From an optimization exercise on the open Yosys and OpenROAD flow, aimed at small area, a short achievable clock period and few clock cycles; shortcuts taken in it are not production practice. The RTL was checked by simulation tests, not by an equivalence proof against the original design. Power figures rest on the tool's default switching activity, not on a simulated workload.

maple:
// elf_cu
module elf_cu (
    input  wire        clk,
    input  wire        rst,
    input  wire        in_valid,
    output wire        in_ready,
    input  wire [1:0]  in_op,
    input  wire [63:0] in_data,
    input  wire [6:0]  in_nbits,
    output wire        out_valid,
    input  wire        out_ready,
    output wire [63:0] out_data,
    output wire        out_last,
    output wire [3:0]  out_bytes
);
==> flow/config.mk <==
export PLATFORM = sky130hd
export DESIGN_NAME = elf_cu
export DESIGN_NICKNAME = elf_cu
export VERILOG_FILES = /design/flow/design.v
export SDC_FILE = /design/flow/constraint.sdc
export NUM_CORES = 4
export LEC_CHECK = 0
export CAP_MARGIN = 20
export CORE_MARGIN = 2
export CORE_UTILIZATION = 60
export SLEW_MARGIN = 20
==> flow/constraint.sdc <==
create_clock -name core_clock -period 11.0 [get_ports {clk}]
set_input_delay 2.2000 -clock core_clock [delete_from_list [all_inputs] [get_ports {clk}]]
set_output_delay 2.2000 -clock core_clock [all_outputs]
set_load 0.01 [all_outputs]
standard.sh (not shown) runs the stock make flow with config.mk's settings and CLKGATE_MAP_FILE= SYNTH_SCRIPT=/design/flow/synth_recipe.tcl, a recipe that flattens the netlist after the stock synthesis.
==> flow/flow/run.sh <==
#!/bin/bash
# Standard layout with: timing repair aiming for SETUP_SLACK_MARGIN ns of setup slack (a
# shorter period than the 11 ns clock; constraints unchanged), buf_2 as the port buffers,
# and a clock tree without dummy loads, clustered into larger leaf groups.
set -euo pipefail
bash standard.sh SETUP_SLACK_MARGIN=7.5 \
  "BUFFER_PORTS_ARGS=-buffer_cell sky130_fd_sc_hd__buf_2" \
  "CTS_ARGS=-sink_clustering_enable -repair_clock_nets -dont_use_dummy_load -sink_clustering_size 24 -sink_clustering_max_diameter 80" \
  finish > standard_flow.log 2>&1
maple | status: complete | timing, DRC, antenna: pass
Testbench counts of maple, summed over its fixed seeds: cycles 39,274.
> inputs changed (maple -> indigo)
==> flow/flow/run.sh <==
#!/bin/bash
# Standard layout, with repair_timing aiming for setup slack of SETUP_SLACK_MARGIN ns
# (timing repair works toward a shorter period than the 11 ns clock). Constraints unchanged.
set -euo pipefail
bash standard.sh SETUP_SLACK_MARGIN=7.5 finish > standard_flow.log 2>&1
--- a/flow/config.mk
+++ b/flow/config.mk
@@ -8,4 +8,4 @@
 export CAP_MARGIN = 20
 export CORE_MARGIN = 2
-export CORE_UTILIZATION = 60
+export CORE_UTILIZATION = 40
 export SLEW_MARGIN = 20
==> comparison <==
- Global-route usage, maple and indigo, higher one = maple.
- Diff maple -> indigo | first-pass GRT wire length | down slightly
- Of maple and indigo, the higher transition at the pin with the smallest max-transition slack belongs to indigo.
- Looking at die area, indigo sits 49% higher than maple does.
- Diff maple -> indigo: share of total power in combinational logic went down by 4.6 points; fraction of area in registers went down by 2.6 points; number of detailed-routing iterations run before antenna repair was more or less identical; final critical-path required period went up by 0.042 ns; global-route track usage on met1 went down by 13 points.
- Post-route non-filler standard cell count on indigo is up relative to maple.
- Against maple, worst setup slack in indigo came out worse.
Inputs modified between indigo and sierra:
==> flow/flow/run.sh <==
#!/bin/bash
# Standard layout with: timing repair aiming for SETUP_SLACK_MARGIN ns of setup slack (a
# shorter period than the 11 ns clock; constraints unchanged), buf_2 as the port buffers,
# and a clock tree without dummy loads, clustered into larger leaf groups.
set -euo pipefail
bash standard.sh SETUP_SLACK_MARGIN=7.5 \
  "BUFFER_PORTS_ARGS=-buffer_cell sky130_fd_sc_hd__buf_2" \
  "CTS_ARGS=-sink_clustering_enable -repair_clock_nets -dont_use_dummy_load -sink_clustering_size 24 -sink_clustering_max_diameter 80" \
  finish > standard_flow.log 2>&1
==> comparison <==
indigo → sierra: global-route usage lost 0.66 points; critical path depth went down 2; final wirelength shrank by about 2.7%; worst setup slack higher; clock period minus worst slack fell 0.043 ns.
In sierra the layout overhead on the synthesized area turned out 6.6 points lower than in indigo.
On proportion of power drawn by combinational gates: between indigo and sierra, it ends up lower for indigo.

-- afterwards: timing with drivers on the ports --
How much do the figures lean on ideal ports? The routed layouts below were timed once more, with nothing changed but the port constraints. Step 1 sets driving cells, clkbuf_16 on the clock port and buf_2 on the other inputs (assumed; they add their load-dependent delay and slew). Step 2 moves the port delays by t, midway between the first and last clock arrival at a register: inputs arrive t later, outputs are due t later. That takes back most of the time a late clock gives input paths. Three values: ideal ports, drivers, drivers and shift; two values: the first two.
| run | shift t [ns] | setup WS [ns] | clock arrival spread, ns | worst register clock-pin slew, ns | worst data-port slew with drivers (ns) |
|---|---|---|---|---|---|
| maple | 0.678 | 7.520 / 7.474 / 6.932 | 0.060 / 0.060 | 0.10 / 0.10 | 0.06 |
| indigo | 0.684 | 7.478 / 7.467 / 6.982 | 0.038 / 0.038 | 0.07 / 0.07 | 0.07 |
| sierra | 0.630 | 7.521 / 7.519 / 7.043 | 0.071 / 0.070 | 0.10 / 0.10 | 0.07 |
After both steps setup and hold are still met in every run listed. For maple, which loses most, drivers alone change the setup slack by -0.046 ns; drivers and shift together by -0.588 ns.
